This design comes from an exercise in tuning for small area, a short achievable clock period and few clock cycles per item on the open sky130 flow, not from production work.
The RTL was checked by simulation tests, not by an equivalence proof against the original design.
Power is estimated from default activity; no workload was simulated.

==> design/flow/config.mk <==
export PLATFORM = sky130hd
export DESIGN_NAME = pxit_cksum
export DESIGN_NICKNAME = pxit_cksum
export VERILOG_FILES = /design/flow/design.v
export SDC_FILE = /design/flow/constraint.sdc
export NUM_CORES = 4
export LEC_CHECK = 0
export CAP_MARGIN = 20
export CORE_MARGIN = 2
export CORE_UTILIZATION = 30
export PLACE_DENSITY = 0.5
export SLEW_MARGIN = 20
==> design/flow/constraint.sdc <==
create_clock -name core_clock -period 15.0 [get_ports {clk}]
set_input_delay 3.0000 -clock core_clock [delete_from_list [all_inputs] [get_ports {clk}]]
set_output_delay 3.0000 -clock core_clock [all_outputs]
set_load 0.01 [all_outputs]
==> design/flow/design.v <==
module pxit_cksum (
  input             clk,
  input             rst,           
  input             cfg_valid,
  output            cfg_ready,
  input      [31:0] cfg_seeds,
  input             in_valid,
  output            in_ready,
  input       [7:0] in_data,
  output reg        out_valid,
  output reg [31:0] out_cksum,     
  output reg        out_ok,
  output     [31:0] poly
);
  localparam PKTSIZE = 337;
  localparam NDATA   = PKTSIZE - 4;    
  function automatic [7:0] gf_exp(input [7:0] i);
    case (i)
      8'd0: gf_exp = 8'h01;
      8'd1: gf_exp = 8'h02;
      8'd2: gf_exp = 8'h04;
      8'd3: gf_exp = 8'h08;
      8'd4: gf_exp = 8'h10;
      8'd5: gf_exp = 8'h20;
      8'd6: gf_exp = 8'h40;
      8'd7: gf_exp = 8'h80;
      8'd8: gf_exp = 8'h87;
      8'd9: gf_exp = 8'h89;
      8'd10: gf_exp = 8'h95;
      8'd11: gf_exp = 8'hAD;
      8'd12: gf_exp = 8'hDD;
      8'd13: gf_exp = 8'h3D;
      8'd14: gf_exp = 8'h7A;
      8'd15: gf_exp = 8'hF4;
      8'd16: gf_exp = 8'h6F;
      8'd17: gf_exp = 8'hDE;
      8'd18: gf_exp = 8'h3B;
      8'd19: gf_exp = 8'h76;
      8'd20: gf_exp = 8'hEC;
      8'd21: gf_exp = 8'h5F;
      8'd22: gf_exp = 8'hBE;
      8'd23: gf_exp = 8'hFB;
      8'd24: gf_exp = 8'h71;
      8'd25: gf_exp = 8'hE2;
      8'd26: gf_exp = 8'h43;
      8'd27: gf_exp = 8'h86;
      8'd28: gf_exp = 8'h8B;
      8'd29: gf_exp = 8'h91;
      8'd30: gf_exp = 8'hA5;
      8'd31: gf_exp = 8'hCD;
      8'd32: gf_exp = 8'h1D;
      8'd33: gf_exp = 8'h3A;
      8'd34: gf_exp = 8'h74;
      8'd35: gf_exp = 8'hE8;
      8'd36: gf_exp = 8'h57;
      8'd37: gf_exp = 8'hAE;
      8'd38: gf_exp = 8'hDB;
      8'd39: gf_exp = 8'h31;
      8'd40: gf_exp = 8'h62;
      8'd41: gf_exp = 8'hC4;
      8'd42: gf_exp = 8'h0F;
      8'd43: gf_exp = 8'h1E;
      8'd44: gf_exp = 8'h3C;
      8'd45: gf_exp = 8'h78;
      8'd46: gf_exp = 8'hF0;
      8'd47: gf_exp = 8'h67;
      8'd48: gf_exp = 8'hCE;
      8'd49: gf_exp = 8'h1B;
      8'd50: gf_exp = 8'h36;
      8'd51: gf_exp = 8'h6C;
      8'd52: gf_exp = 8'hD8;
      8'd53: gf_exp = 8'h37;
      8'd54: gf_exp = 8'h6E;
      8'd55: gf_exp = 8'hDC;
      8'd56: gf_exp = 8'h3F;
      8'd57: gf_exp = 8'h7E;
      8'd58: gf_exp = 8'hFC;
      8'd59: gf_exp = 8'h7F;
      8'd60: gf_exp = 8'hFE;
      8'd61: gf_exp = 8'h7B;
      8'd62: gf_exp = 8'hF6;
      8'd63: gf_exp = 8'h6B;
      8'd64: gf_exp = 8'hD6;
      8'd65: gf_exp = 8'h2B;
      8'd66: gf_exp = 8'h56;
      8'd67: gf_exp = 8'hAC;
      8'd68: gf_exp = 8'hDF;
      8'd69: gf_exp = 8'h39;
      8'd70: gf_exp = 8'h72;
      8'd71: gf_exp = 8'hE4;
      8'd72: gf_exp = 8'h4F;
      8'd73: gf_exp = 8'h9E;
      8'd74: gf_exp = 8'hBB;
      8'd75: gf_exp = 8'hF1;
      8'd76: gf_exp = 8'h65;
      8'd77: gf_exp = 8'hCA;
      8'd78: gf_exp = 8'h13;
      8'd79: gf_exp = 8'h26;
      8'd80: gf_exp = 8'h4C;
      8'd81: gf_exp = 8'h98;
      8'd82: gf_exp = 8'hB7;
      8'd83: gf_exp = 8'hE9;
      8'd84: gf_exp = 8'h55;
      8'd85: gf_exp = 8'hAA;
      8'd86: gf_exp = 8'hD3;
      8'd87: gf_exp = 8'h21;
      8'd88: gf_exp = 8'h42;
      8'd89: gf_exp = 8'h84;
      8'd90: gf_exp = 8'h8F;
      8'd91: gf_exp = 8'h99;
      8'd92: gf_exp = 8'hB5;
      8'd93: gf_exp = 8'hED;
      8'd94: gf_exp = 8'h5D;
      8'd95: gf_exp = 8'hBA;
      8'd96: gf_exp = 8'hF3;
      8'd97: gf_exp = 8'h61;
      8'd98: gf_exp = 8'hC2;
      8'd99: gf_exp = 8'h03;
      8'd100: gf_exp = 8'h06;
      8'd101: gf_exp = 8'h0C;
      8'd102: gf_exp = 8'h18;
      8'd103: gf_exp = 8'h30;
      8'd104: gf_exp = 8'h60;
      8'd105: gf_exp = 8'hC0;
      8'd106: gf_exp = 8'h07;
      8'd107: gf_exp = 8'h0E;
      8'd108: gf_exp = 8'h1C;
      8'd109: gf_exp = 8'h38;
      8'd110: gf_exp = 8'h70;
      8'd111: gf_exp = 8'hE0;
      8'd112: gf_exp = 8'h47;
      8'd113: gf_exp = 8'h8E;
      8'd114: gf_exp = 8'h9B;
      8'd115: gf_exp = 8'hB1;
      8'd116: gf_exp = 8'hE5;
      8'd117: gf_exp = 8'h4D;
      8'd118: gf_exp = 8'h9A;
      8'd119: gf_exp = 8'hB3;
      8'd120: gf_exp = 8'hE1;
      8'd121: gf_exp = 8'h45;
      8'd122: gf_exp = 8'h8A;
      8'd123: gf_exp = 8'h93;
      8'd124: gf_exp = 8'hA1;
      8'd125: gf_exp = 8'hC5;
      8'd126: gf_exp = 8'h0D;
      8'd127: gf_exp = 8'h1A;
      8'd128: gf_exp = 8'h34;
      8'd129: gf_exp = 8'h68;
      8'd130: gf_exp = 8'hD0;
      8'd131: gf_exp = 8'h27;
      8'd132: gf_exp = 8'h4E;
      8'd133: gf_exp = 8'h9C;
      8'd134: gf_exp = 8'hBF;
      8'd135: gf_exp = 8'hF9;
      8'd136: gf_exp = 8'h75;
      8'd137: gf_exp = 8'hEA;
      8'd138: gf_exp = 8'h53;
      8'd139: gf_exp = 8'hA6;
      8'd140: gf_exp = 8'hCB;
      8'd141: gf_exp = 8'h11;
      8'd142: gf_exp = 8'h22;
      8'd143: gf_exp = 8'h44;
      8'd144: gf_exp = 8'h88;
      8'd145: gf_exp = 8'h97;
      8'd146: gf_exp = 8'hA9;
      8'd147: gf_exp = 8'hD5;
      8'd148: gf_exp = 8'h2D;
      8'd149: gf_exp = 8'h5A;
      8'd150: gf_exp = 8'hB4;
      8'd151: gf_exp = 8'hEF;
      8'd152: gf_exp = 8'h59;
      8'd153: gf_exp = 8'hB2;
      8'd154: gf_exp = 8'hE3;
      8'd155: gf_exp = 8'h41;
      8'd156: gf_exp = 8'h82;
      8'd157: gf_exp = 8'h83;
      8'd158: gf_exp = 8'h81;
      8'd159: gf_exp = 8'h85;
      8'd160: gf_exp = 8'h8D;
      8'd161: gf_exp = 8'h9D;
      8'd162: gf_exp = 8'hBD;
      8'd163: gf_exp = 8'hFD;
      8'd164: gf_exp = 8'h7D;
      8'd165: gf_exp = 8'hFA;
      8'd166: gf_exp = 8'h73;
      8'd167: gf_exp = 8'hE6;
      8'd168: gf_exp = 8'h4B;
      8'd169: gf_exp = 8'h96;
      8'd170: gf_exp = 8'hAB;
      8'd171: gf_exp = 8'hD1;
      8'd172: gf_exp = 8'h25;
      8'd173: gf_exp = 8'h4A;
      8'd174: gf_exp = 8'h94;
      8'd175: gf_exp = 8'hAF;
      8'd176: gf_exp = 8'hD9;
      8'd177: gf_exp = 8'h35;
      8'd178: gf_exp = 8'h6A;
      8'd179: gf_exp = 8'hD4;
      8'd180: gf_exp = 8'h2F;
      8'd181: gf_exp = 8'h5E;
      8'd182: gf_exp = 8'hBC;
      8'd183: gf_exp = 8'hFF;
      8'd184: gf_exp = 8'h79;
      8'd185: gf_exp = 8'hF2;
      8'd186: gf_exp = 8'h63;
      8'd187: gf_exp = 8'hC6;
      8'd188: gf_exp = 8'h0B;
      8'd189: gf_exp = 8'h16;
      8'd190: gf_exp = 8'h2C;
      8'd191: gf_exp = 8'h58;
      8'd192: gf_exp = 8'hB0;
      8'd193: gf_exp = 8'hE7;
      8'd194: gf_exp = 8'h49;
      8'd195: gf_exp = 8'h92;
      8'd196: gf_exp = 8'hA3;
      8'd197: gf_exp = 8'hC1;
      8'd198: gf_exp = 8'h05;
      8'd199: gf_exp = 8'h0A;
      8'd200: gf_exp = 8'h14;
      8'd201: gf_exp = 8'h28;
      8'd202: gf_exp = 8'h50;
      8'd203: gf_exp = 8'hA0;
      8'd204: gf_exp = 8'hC7;
      8'd205: gf_exp = 8'h09;
      8'd206: gf_exp = 8'h12;
      8'd207: gf_exp = 8'h24;
      8'd208: gf_exp = 8'h48;
      8'd209: gf_exp = 8'h90;
      8'd210: gf_exp = 8'hA7;
      8'd211: gf_exp = 8'hC9;
      8'd212: gf_exp = 8'h15;
      8'd213: gf_exp = 8'h2A;
      8'd214: gf_exp = 8'h54;
      8'd215: gf_exp = 8'hA8;
      8'd216: gf_exp = 8'hD7;
      8'd217: gf_exp = 8'h29;
      8'd218: gf_exp = 8'h52;
      8'd219: gf_exp = 8'hA4;
      8'd220: gf_exp = 8'hCF;
      8'd221: gf_exp = 8'h19;
      8'd222: gf_exp = 8'h32;
      8'd223: gf_exp = 8'h64;
      8'd224: gf_exp = 8'hC8;
      8'd225: gf_exp = 8'h17;
      8'd226: gf_exp = 8'h2E;
      8'd227: gf_exp = 8'h5C;
      8'd228: gf_exp = 8'hB8;
      8'd229: gf_exp = 8'hF7;
      8'd230: gf_exp = 8'h69;
      8'd231: gf_exp = 8'hD2;
      8'd232: gf_exp = 8'h23;
      8'd233: gf_exp = 8'h46;
      8'd234: gf_exp = 8'h8C;
      8'd235: gf_exp = 8'h9F;
      8'd236: gf_exp = 8'hB9;
      8'd237: gf_exp = 8'hF5;
      8'd238: gf_exp = 8'h6D;
      8'd239: gf_exp = 8'hDA;
      8'd240: gf_exp = 8'h33;
      8'd241: gf_exp = 8'h66;
      8'd242: gf_exp = 8'hCC;
      8'd243: gf_exp = 8'h1F;
      8'd244: gf_exp = 8'h3E;
      8'd245: gf_exp = 8'h7C;
      8'd246: gf_exp = 8'hF8;
      8'd247: gf_exp = 8'h77;
      8'd248: gf_exp = 8'hEE;
      8'd249: gf_exp = 8'h5B;
      8'd250: gf_exp = 8'hB6;
      8'd251: gf_exp = 8'hEB;
      8'd252: gf_exp = 8'h51;
      8'd253: gf_exp = 8'hA2;
      8'd254: gf_exp = 8'hC3;
      default: gf_exp = 8'h01;
    endcase
  endfunction
  function automatic [7:0] gf_log(input [7:0] e);
    case (e)
      8'h01: gf_log = 8'd0;
      8'h02: gf_log = 8'd1;
      8'h03: gf_log = 8'd99;
      8'h04: gf_log = 8'd2;
      8'h05: gf_log = 8'd198;
      8'h06: gf_log = 8'd100;
      8'h07: gf_log = 8'd106;
      8'h08: gf_log = 8'd3;
      8'h09: gf_log = 8'd205;
      8'h0A: gf_log = 8'd199;
      8'h0B: gf_log = 8'd188;
      8'h0C: gf_log = 8'd101;
      8'h0D: gf_log = 8'd126;
      8'h0E: gf_log = 8'd107;
      8'h0F: gf_log = 8'd42;
      8'h10: gf_log = 8'd4;
      8'h11: gf_log = 8'd141;
      8'h12: gf_log = 8'd206;
      8'h13: gf_log = 8'd78;
      8'h14: gf_log = 8'd200;
      8'h15: gf_log = 8'd212;
      8'h16: gf_log = 8'd189;
      8'h17: gf_log = 8'd225;
      8'h18: gf_log = 8'd102;
      8'h19: gf_log = 8'd221;
      8'h1A: gf_log = 8'd127;
      8'h1B: gf_log = 8'd49;
      8'h1C: gf_log = 8'd108;
      8'h1D: gf_log = 8'd32;
      8'h1E: gf_log = 8'd43;
      8'h1F: gf_log = 8'd243;
      8'h20: gf_log = 8'd5;
      8'h21: gf_log = 8'd87;
      8'h22: gf_log = 8'd142;
      8'h23: gf_log = 8'd232;
      8'h24: gf_log = 8'd207;
      8'h25: gf_log = 8'd172;
      8'h26: gf_log = 8'd79;
      8'h27: gf_log = 8'd131;
      8'h28: gf_log = 8'd201;
      8'h29: gf_log = 8'd217;
      8'h2A: gf_log = 8'd213;
      8'h2B: gf_log = 8'd65;
      8'h2C: gf_log = 8'd190;
      8'h2D: gf_log = 8'd148;
      8'h2E: gf_log = 8'd226;
      8'h2F: gf_log = 8'd180;
      8'h30: gf_log = 8'd103;
      8'h31: gf_log = 8'd39;
      8'h32: gf_log = 8'd222;
      8'h33: gf_log = 8'd240;
      8'h34: gf_log = 8'd128;
      8'h35: gf_log = 8'd177;
      8'h36: gf_log = 8'd50;
      8'h37: gf_log = 8'd53;
      8'h38: gf_log = 8'd109;
      8'h39: gf_log = 8'd69;
      8'h3A: gf_log = 8'd33;
      8'h3B: gf_log = 8'd18;
      8'h3C: gf_log = 8'd44;
      8'h3D: gf_log = 8'd13;
      8'h3E: gf_log = 8'd244;
      8'h3F: gf_log = 8'd56;
      8'h40: gf_log = 8'd6;
      8'h41: gf_log = 8'd155;
      8'h42: gf_log = 8'd88;
      8'h43: gf_log = 8'd26;
      8'h44: gf_log = 8'd143;
      8'h45: gf_log = 8'd121;
      8'h46: gf_log = 8'd233;
      8'h47: gf_log = 8'd112;
      8'h48: gf_log = 8'd208;
      8'h49: gf_log = 8'd194;
      8'h4A: gf_log = 8'd173;
      8'h4B: gf_log = 8'd168;
      8'h4C: gf_log = 8'd80;
      8'h4D: gf_log = 8'd117;
      8'h4E: gf_log = 8'd132;
      8'h4F: gf_log = 8'd72;
      8'h50: gf_log = 8'd202;
      8'h51: gf_log = 8'd252;
      8'h52: gf_log = 8'd218;
      8'h53: gf_log = 8'd138;
      8'h54: gf_log = 8'd214;
      8'h55: gf_log = 8'd84;
      8'h56: gf_log = 8'd66;
      8'h57: gf_log = 8'd36;
      8'h58: gf_log = 8'd191;
      8'h59: gf_log = 8'd152;
      8'h5A: gf_log = 8'd149;
      8'h5B: gf_log = 8'd249;
      8'h5C: gf_log = 8'd227;
      8'h5D: gf_log = 8'd94;
      8'h5E: gf_log = 8'd181;
      8'h5F: gf_log = 8'd21;
      8'h60: gf_log = 8'd104;
      8'h61: gf_log = 8'd97;
      8'h62: gf_log = 8'd40;
      8'h63: gf_log = 8'd186;
      8'h64: gf_log = 8'd223;
      8'h65: gf_log = 8'd76;
      8'h66: gf_log = 8'd241;
      8'h67: gf_log = 8'd47;
      8'h68: gf_log = 8'd129;
      8'h69: gf_log = 8'd230;
      8'h6A: gf_log = 8'd178;
      8'h6B: gf_log = 8'd63;
      8'h6C: gf_log = 8'd51;
      8'h6D: gf_log = 8'd238;
      8'h6E: gf_log = 8'd54;
      8'h6F: gf_log = 8'd16;
      8'h70: gf_log = 8'd110;
      8'h71: gf_log = 8'd24;
      8'h72: gf_log = 8'd70;
      8'h73: gf_log = 8'd166;
      8'h74: gf_log = 8'd34;
      8'h75: gf_log = 8'd136;
      8'h76: gf_log = 8'd19;
      8'h77: gf_log = 8'd247;
      8'h78: gf_log = 8'd45;
      8'h79: gf_log = 8'd184;
      8'h7A: gf_log = 8'd14;
      8'h7B: gf_log = 8'd61;
      8'h7C: gf_log = 8'd245;
      8'h7D: gf_log = 8'd164;
      8'h7E: gf_log = 8'd57;
      8'h7F: gf_log = 8'd59;
      8'h80: gf_log = 8'd7;
      8'h81: gf_log = 8'd158;
      8'h82: gf_log = 8'd156;
      8'h83: gf_log = 8'd157;
      8'h84: gf_log = 8'd89;
      8'h85: gf_log = 8'd159;
      8'h86: gf_log = 8'd27;
      8'h87: gf_log = 8'd8;
      8'h88: gf_log = 8'd144;
      8'h89: gf_log = 8'd9;
      8'h8A: gf_log = 8'd122;
      8'h8B: gf_log = 8'd28;
      8'h8C: gf_log = 8'd234;
      8'h8D: gf_log = 8'd160;
      8'h8E: gf_log = 8'd113;
      8'h8F: gf_log = 8'd90;
      8'h90: gf_log = 8'd209;
      8'h91: gf_log = 8'd29;
      8'h92: gf_log = 8'd195;
      8'h93: gf_log = 8'd123;
      8'h94: gf_log = 8'd174;
      8'h95: gf_log = 8'd10;
      8'h96: gf_log = 8'd169;
      8'h97: gf_log = 8'd145;
      8'h98: gf_log = 8'd81;
      8'h99: gf_log = 8'd91;
      8'h9A: gf_log = 8'd118;
      8'h9B: gf_log = 8'd114;
      8'h9C: gf_log = 8'd133;
      8'h9D: gf_log = 8'd161;
      8'h9E: gf_log = 8'd73;
      8'h9F: gf_log = 8'd235;
      8'hA0: gf_log = 8'd203;
      8'hA1: gf_log = 8'd124;
      8'hA2: gf_log = 8'd253;
      8'hA3: gf_log = 8'd196;
      8'hA4: gf_log = 8'd219;
      8'hA5: gf_log = 8'd30;
      8'hA6: gf_log = 8'd139;
      8'hA7: gf_log = 8'd210;
      8'hA8: gf_log = 8'd215;
      8'hA9: gf_log = 8'd146;
      8'hAA: gf_log = 8'd85;
      8'hAB: gf_log = 8'd170;
      8'hAC: gf_log = 8'd67;
      8'hAD: gf_log = 8'd11;
      8'hAE: gf_log = 8'd37;
      8'hAF: gf_log = 8'd175;
      8'hB0: gf_log = 8'd192;
      8'hB1: gf_log = 8'd115;
      8'hB2: gf_log = 8'd153;
      8'hB3: gf_log = 8'd119;
      8'hB4: gf_log = 8'd150;
      8'hB5: gf_log = 8'd92;
      8'hB6: gf_log = 8'd250;
      8'hB7: gf_log = 8'd82;
      8'hB8: gf_log = 8'd228;
      8'hB9: gf_log = 8'd236;
      8'hBA: gf_log = 8'd95;
      8'hBB: gf_log = 8'd74;
      8'hBC: gf_log = 8'd182;
      8'hBD: gf_log = 8'd162;
      8'hBE: gf_log = 8'd22;
      8'hBF: gf_log = 8'd134;
      8'hC0: gf_log = 8'd105;
      8'hC1: gf_log = 8'd197;
      8'hC2: gf_log = 8'd98;
      8'hC3: gf_log = 8'd254;
      8'hC4: gf_log = 8'd41;
      8'hC5: gf_log = 8'd125;
      8'hC6: gf_log = 8'd187;
      8'hC7: gf_log = 8'd204;
      8'hC8: gf_log = 8'd224;
      8'hC9: gf_log = 8'd211;
      8'hCA: gf_log = 8'd77;
      8'hCB: gf_log = 8'd140;
      8'hCC: gf_log = 8'd242;
      8'hCD: gf_log = 8'd31;
      8'hCE: gf_log = 8'd48;
      8'hCF: gf_log = 8'd220;
      8'hD0: gf_log = 8'd130;
      8'hD1: gf_log = 8'd171;
      8'hD2: gf_log = 8'd231;
      8'hD3: gf_log = 8'd86;
      8'hD4: gf_log = 8'd179;
      8'hD5: gf_log = 8'd147;
      8'hD6: gf_log = 8'd64;
      8'hD7: gf_log = 8'd216;
      8'hD8: gf_log = 8'd52;
      8'hD9: gf_log = 8'd176;
      8'hDA: gf_log = 8'd239;
      8'hDB: gf_log = 8'd38;
      8'hDC: gf_log = 8'd55;
      8'hDD: gf_log = 8'd12;
      8'hDE: gf_log = 8'd17;
      8'hDF: gf_log = 8'd68;
      8'hE0: gf_log = 8'd111;
      8'hE1: gf_log = 8'd120;
      8'hE2: gf_log = 8'd25;
      8'hE3: gf_log = 8'd154;
      8'hE4: gf_log = 8'd71;
      8'hE5: gf_log = 8'd116;
      8'hE6: gf_log = 8'd167;
      8'hE7: gf_log = 8'd193;
      8'hE8: gf_log = 8'd35;
      8'hE9: gf_log = 8'd83;
      8'hEA: gf_log = 8'd137;
      8'hEB: gf_log = 8'd251;
      8'hEC: gf_log = 8'd20;
      8'hED: gf_log = 8'd93;
      8'hEE: gf_log = 8'd248;
      8'hEF: gf_log = 8'd151;
      8'hF0: gf_log = 8'd46;
      8'hF1: gf_log = 8'd75;
      8'hF2: gf_log = 8'd185;
      8'hF3: gf_log = 8'd96;
      8'hF4: gf_log = 8'd15;
      8'hF5: gf_log = 8'd237;
      8'hF6: gf_log = 8'd62;
      8'hF7: gf_log = 8'd229;
      8'hF8: gf_log = 8'd246;
      8'hF9: gf_log = 8'd135;
      8'hFA: gf_log = 8'd165;
      8'hFB: gf_log = 8'd23;
      8'hFC: gf_log = 8'd58;
      8'hFD: gf_log = 8'd163;
      8'hFE: gf_log = 8'd60;
      8'hFF: gf_log = 8'd183;
      default: gf_log = 8'd0;
    endcase
  endfunction
  function automatic [7:0] gf_mul(input [7:0] a, input [7:0] b);
    reg [8:0] s;
    begin
      if (a == 8'd0 || b == 8'd0) begin
        gf_mul = 8'd0;
      end else begin
        s = {1'b0, gf_log(a)} + {1'b0, gf_log(b)};
        if (s >= 9'd255)
          s = s - 9'd255;
        gf_mul = gf_exp(s[7:0]);
      end
    end
  endfunction
  reg  [7:0] p0, p1, p2, p3;
  reg        configured;
  reg        cfg_busy;
  reg  [1:0] cfg_step;
  reg [31:0] seeds;
  reg  [8:0] count;          
  wire [7:0] seed_e = seeds[8*cfg_step +: 8];
  assign cfg_ready = !cfg_busy && (count == 9'd0);
  assign in_ready  = configured && !cfg_busy;
  assign poly      = {p3, p2, p1, p0};
  always @(posedge clk) begin
    if (rst) begin
      p0         <= 8'd0;
      p1         <= 8'd0;
      p2         <= 8'd0;
      p3         <= 8'd0;
      configured <= 1'b0;
      cfg_busy   <= 1'b0;
      cfg_step   <= 2'd0;
      seeds      <= 32'd0;
    end else if (cfg_busy) begin
      p0 <= gf_mul(seed_e, p0);
      p1 <= p0 ^ gf_mul(seed_e, p1);
      p2 <= p1 ^ gf_mul(seed_e, p2);
      p3 <= p2 ^ gf_mul(seed_e, p3);
      cfg_step <= cfg_step + 2'd1;
      if (cfg_step == 2'd3) begin
        cfg_busy   <= 1'b0;
        configured <= 1'b1;
      end
    end else if (cfg_valid && cfg_ready) begin
      p0         <= 8'd1;
      p1         <= 8'd0;
      p2         <= 8'd0;
      p3         <= 8'd0;
      seeds      <= cfg_seeds;
      cfg_step   <= 2'd0;
      cfg_busy   <= 1'b1;
      configured <= 1'b0;
    end
  end
  reg  [7:0] w0, w1, w2, w3;
  reg  [7:0] first;          
  reg        uniform;        
  reg [23:0] rx_ck;          
  wire       take    = in_valid && in_ready;
  wire [7:0] shift_b = (count < NDATA) ? in_data : 8'd0;
  wire [7:0] m       = w0;
  wire [7:0] w0_n = w1 ^ gf_mul(m, p3);
  wire [7:0] w1_n = w2 ^ gf_mul(m, p2);
  wire [7:0] w2_n = w3 ^ gf_mul(m, p1);
  wire [7:0] w3_n = shift_b ^ gf_mul(m, p0);
  wire       uniform_n = (count == 9'd0) ? 1'b1 : (uniform && (in_data == first));
  wire [31:0] ck_n     = {w0_n, w1_n, w2_n, w3_n};
  wire [31:0] rx_ck_n  = {rx_ck, in_data};
  always @(posedge clk) begin
    if (rst) begin
      w0        <= 8'd0;
      w1        <= 8'd0;
      w2        <= 8'd0;
      w3        <= 8'd0;
      first     <= 8'd0;
      uniform   <= 1'b0;
      rx_ck     <= 24'd0;
      count     <= 9'd0;
      out_valid <= 1'b0;
      out_cksum <= 32'd0;
      out_ok    <= 1'b0;
    end else begin
      out_valid <= 1'b0;
      if (take) begin
        uniform <= uniform_n;
        if (count == 9'd0)
          first <= in_data;
        if (count >= NDATA)
          rx_ck <= rx_ck_n[23:0];
        if (count == PKTSIZE - 1) begin
          count     <= 9'd0;
          w0        <= 8'd0;
          w1        <= 8'd0;
          w2        <= 8'd0;
          w3        <= 8'd0;
          out_valid <= 1'b1;
          out_cksum <= ck_n;
          out_ok    <= (rx_ck_n == ck_n) && !uniform_n;
        end else begin
          count <= count + 9'd1;
          w0    <= w0_n;
          w1    <= w1_n;
          w2    <= w2_n;
          w3    <= w3_n;
        end
      end
    end
  end
endmodule
==> design/flow/run.sh <==
#!/bin/bash
# synth_recipe.tcl (not shown) runs the flow's synth.tcl, then flattens the netlist and writes it again
# the make line also repeats each setting of config.mk as NAME=value (left out here)
make -C /OpenROAD-flow-scripts/flow DESIGN_CONFIG=/design/flow/config.mk WORK_HOME=/design/flow/orfs CLKGATE_MAP_FILE= SYNTH_SCRIPT=/design/flow/synth_recipe.tcl finish
==> parameters.txt <==
Parameter                              Value

Worst setup path
  Cell type of the slowest stage on the worst timing path    sky130_fd_sc_hd__xnor2_1
  Worst Path Max Fanout    23
  Largest stage delay on the critical path    about 0.87 ns
  Worst setup SP type    register
  Critical path class    register to register
  Gate family responsible for the most delay along the worst path    compound AO/OA/AOI/OAI gates
  Endpoint type of the worst setup path    register
  Setup slack of the most critical reg-to-reg path    approximately 0.73 ns
  Required time worst endpoint    around 16 ns
  WP buf/inv    7
  Most frequent CP cell    sky130_fd_sc_hd__inv_1
  CP Data Arrival Time    between 10 and 15 ns

Cells and area
  Ratio of cells with drive above 1 in the final layout    0.08445
  FILL cells    ~24,000
  Syn-to-layout area delta    7.747%
  Final instance area    0.07036 mm2
  Number of nets in the final layout    slightly above 10,000

Clocking
  # clock sinks    216
  Number of buffers added for setup after CTS    0
  Number of buffers on the longest clock path    3
  Reg clk slew, reported paths    approximately 0.060 ns
  Clock latency on the worst-skew pair    roughly 0.67 ns
  Cell at the root of the clock tree    sky130_fd_sc_hd__clkbuf_16
  Total CTS buffers    30
  CTS tree    done
  Number of levels the H-tree was split into    1

STA
  Worst slew margin relative to its limit    0.1714
  Count of pins over their slew limit    0
  Post-layout min period    14.27 ns
  Total count of hold-check failures in the final report    0
  Final setup violation count    0
  Least-Margin Pin Slew    1.243 ns
  Final-layout setup total negative slack    0 ns
  Post-route fraction of the period consumed by the critical path    0.9510
  Final hold slack    about 0.45 ns
  Maximum clock skew at final layout    around 0.029 ns
  Setup repair after global routing missed its margin    false
  Peak Freq    0.07010 GHz

Place
  GP Congestion    around 1.1
  Buffers on Ports    between 100 and 150
  Placed Instance Area    roughly 0.069 mm2
  DP HPWL    a little over 300,000 um

Yosys
  Synth area leaders    sky130_fd_sc_hd__nand2_1 6.7%, sky130_fd_sc_hd__dfxtp_1 6.6%, sky130_fd_sc_hd__a21oi_1 6.4%
  Multiplexer share of the synthesized area    0.02290
  Combinational family with the most area after synthesis    compound AO/OA/AOI/OAI gates
  Number of nets in the synthesized netlist    approximately 11,000
  #FFs+latches synth    216
  Synthesized-area fraction occupied by adder cells    0.06377
  Count of distinct cell types in the synthesized netlist    around 140
  Syn avg cell area    about 6.4 um2
  Gate count of the mapped netlist    between 10,000 and 15,000
  Fraction of the mapped netlist area in compound gates    0.4739
  YS warnings    1
  Cell type contributing the most total cell area after synthesis    sky130_fd_sc_hd__nand2_1
  Post-synthesis simple-gate area fraction    0.2649
  Part of the Yosys area used for sequential elements    0.06622
  Area fraction of the dominant cell type after synthesis    0.06737
  Synth Flop Type    sky130_fd_sc_hd__dfxtp_1
  Number of enable-type register cells in the synthesized netlist    0
  Area share of xor/xnor cells in the synthesized design    0.02504
  Ys async rst share    0
  Post-Synthesis Cell Area    roughly 0.065 mm2

Floorplanning
  Die Footprint    ~0.22 mm2
  Area of the placeable core    around 0.22 mm2
  Effective utilization at floorplan    0.3013
  Cell row count    between 150 and 200
  Number of primary I/O pins    between 100 and 150
  Die Y-Extent    between 400 and 500 um
  Die outline width    between 400 and 500 um

Global routing
  Vias in the first global route    between 80,000 and 90,000
  Antenna violations before repair    20
  Total GRT Usage    0.3563
  Maximum number of pins on one net before global-route repair    90
  Global-route wire length before repair    611,100 um
  Remaining global-route overflow    0

Route
  Drt initial violations    between 15,000 and 20,000
  Number of search-and-repair iterations in the first detailed-routing pass    11
  Average wire length per cell after detail routing    roughly 33 um
  Total number of vias    between 90,000 and 100k
  Number of vias per cell    approximately 7.4
  Remaining routing DRC violations    0
  Remaining antenna violation count after routing    0
  Drt total wl    between 400,000 and 500,000 um

Status
  Outcome  timing/DRC/antenna clean

Power and ir drop
  PD cells    between 200 and 250 mW/mm2
  Power Total    between 15 and 20 mW
  Maximum ir drop on the vdd rail    around 0.17 mV
  Leakage power figure    roughly 24 nW

Min path
  Worst hold path type    register to register

Job
  Maxcap violations    0
-- power by group --
part | internal (mW) | leakage [nW] | switching (mW)
logic | 4.44 | 21.9 | 11.4
clock network | 0.488 | 0.520 | 0.341
registers | 0.618 | 1.75 | 0.134
total | 5.55 | 24.2 | 11.9
-- tightest hold or removal path: cells and delay by family, from the launching register on --
family,cells,cell delay [ns]
flops,1,0.31
simple gates,1,0.05
compound gates,1,0.05
-- synth_stat cells (103+ instances only) --
library cell               number
sky130_fd_sc_hd__o21ai_0      746
sky130_fd_sc_hd__mux2i_1      103
sky130_fd_sc_hd__o221ai_1     106
sky130_fd_sc_hd__ha_1         320
sky130_fd_sc_hd__o22ai_1      139
sky130_fd_sc_hd__nor2_1      1017
sky130_fd_sc_hd__dfxtp_1      216
sky130_fd_sc_hd__o311ai_0     116
sky130_fd_sc_hd__nand3_1      415
sky130_fd_sc_hd__nand2_1     1172
sky130_fd_sc_hd__a31oi_1      248
sky130_fd_sc_hd__a21oi_1      831
sky130_fd_sc_hd__inv_1        182
sky130_fd_sc_hd__nor3_1       398
sky130_fd_sc_hd__a221oi_1     134
sky130_fd_sc_hd__o211ai_1     287
sky130_fd_sc_hd__xnor2_1      118
sky130_fd_sc_hd__nor4_1       122
sky130_fd_sc_hd__clkbuf_1     566
sky130_fd_sc_hd__buf_2        303
sky130_fd_sc_hd__a211oi_1     320
sky130_fd_sc_hd__a311oi_1     137
-- layer usage --
metal / GRT usage / share of wire / vias up
li1: - / - / 39080
met1: 0.4696 / 0.39 / 44420
met2: 0.5198 / 0.40 / 8404
met3: 0.1012 / 0.14 / 1956
met4: 0.1916 / 0.071 / 28
met5: 0 / 0.00047 / -
-- cells by family (layout without fill, tap and decap cells) --
kind of cell / after synthesis / count (layout)
xor+xnor: 177 / 177
mux: 139 / 139
fa+ha+maj: 328 / 328
buf+inv: 1250 / 835
other cells: 0 / 9
simple gates: 3734 / 3734
compound gates: 4411 / 4411
flops: 216 / 216
-- through the flow --
step | util | instances | setup slack [ns]
5_1_grt | 0.3245 | 12700 | 0.2005
4_1_cts | 0.3244 | 12690 | 1.084
2_1_floorplan | - | 10260 | 4.175
3_3_place_gp | 0.3193 | 12640 | 0.9875
6_report | 0.3246 | 12700 | 0.7344
3_5_place_dp | 0.3195 | 12640 | 1.085
-- area by class of cell --
type                            instances  area, um2  share of cell area
Antenna cell                            9      22.52           0.0003201
Clock inverter                         12      246.5            0.003503
Tap cell                             2854       3571             0.05075
Clock buffer                           43      829.5             0.01179
Sequential cell                       216       4325             0.06148
Multi-Input combinational cell       8789      55980              0.7957
Timing Repair Buffer                  559       4551             0.06468
Inverter                              221      832.0             0.01183
-- cells in the final DEF, fill, tap and decap left out, drive strengths merged, types with 76 or more instances in the layout --
master,synthesis,final
o21ai,814,814
o21a,76,76
nand2,1176,1176
xnor2,125,125
inv,212,212
o311ai,130,130
a221oi,138,138
a311oi,140,140
or3,83,83
dfxtp,216,216
o211ai,291,291
buf,460,448
o31ai,90,90
a21oi,846,846
clkdlybuf4s50,0,110
a211oi,329,329
nand4,93,93
mux2i,104,104
o221ai,107,107
nor2,1024,1024
a2111oi,98,98
ha,320,320
o22ai,139,139
a31oi,251,251
nand3,419,419
o2111ai,86,86
a21o,84,84
nor4,128,128
a22oi,94,94
nor3,414,414
a211o,86,86
-- worst paths after layout --
| check | depth (start not counted) | startpoint | endpoint |
|---|---|---|---|
| worst max-delay path | 37 | cfg_step[1] | register |
| worst min register to register | 2 | seeds[18] | seeds[18] |
| worst max register to register | 37 | cfg_step[1] | register |
| worst min-delay path | 2 | seeds[18] | seeds[18] |
-- timing repair --
action,4_1_cts,5_1_grt
setup endpoints to repair,0,1
hold buffers,0,0
resized for setup,0,1
Testbench counts, summed over its fixed seeds: cycles 32,352, packets 96.

==> re-timing with driven ports <==
The results above use ideal ports. As a check the final layout listed here was re-extracted and re-timed, cells and wires unchanged. Step 1 sets driving cells, clkbuf_16 on the clock port and buf_2 on the other inputs (assumed; they add their load-dependent delay and slew). Step 2 times the ports against the registers' clock, not the clock port: input delays grow and output delays shrink by t, the midpoint of the rising clock arrivals with the driver on. a / b / c = no drivers / after step 1 / after step 2; a / b = the first two.
shift t [ns]: 0.738
slack for setup (ns): 0.734 / 0.734 / 0.734
hold slack, ns: 0.451 / 0.451 / 0.451
cell pins on the clock port's net: 1
After both steps setup and hold are still met in this run. The setup slack of this run moves by 0.000 ns with the drivers and by 0.000 ns with both steps.
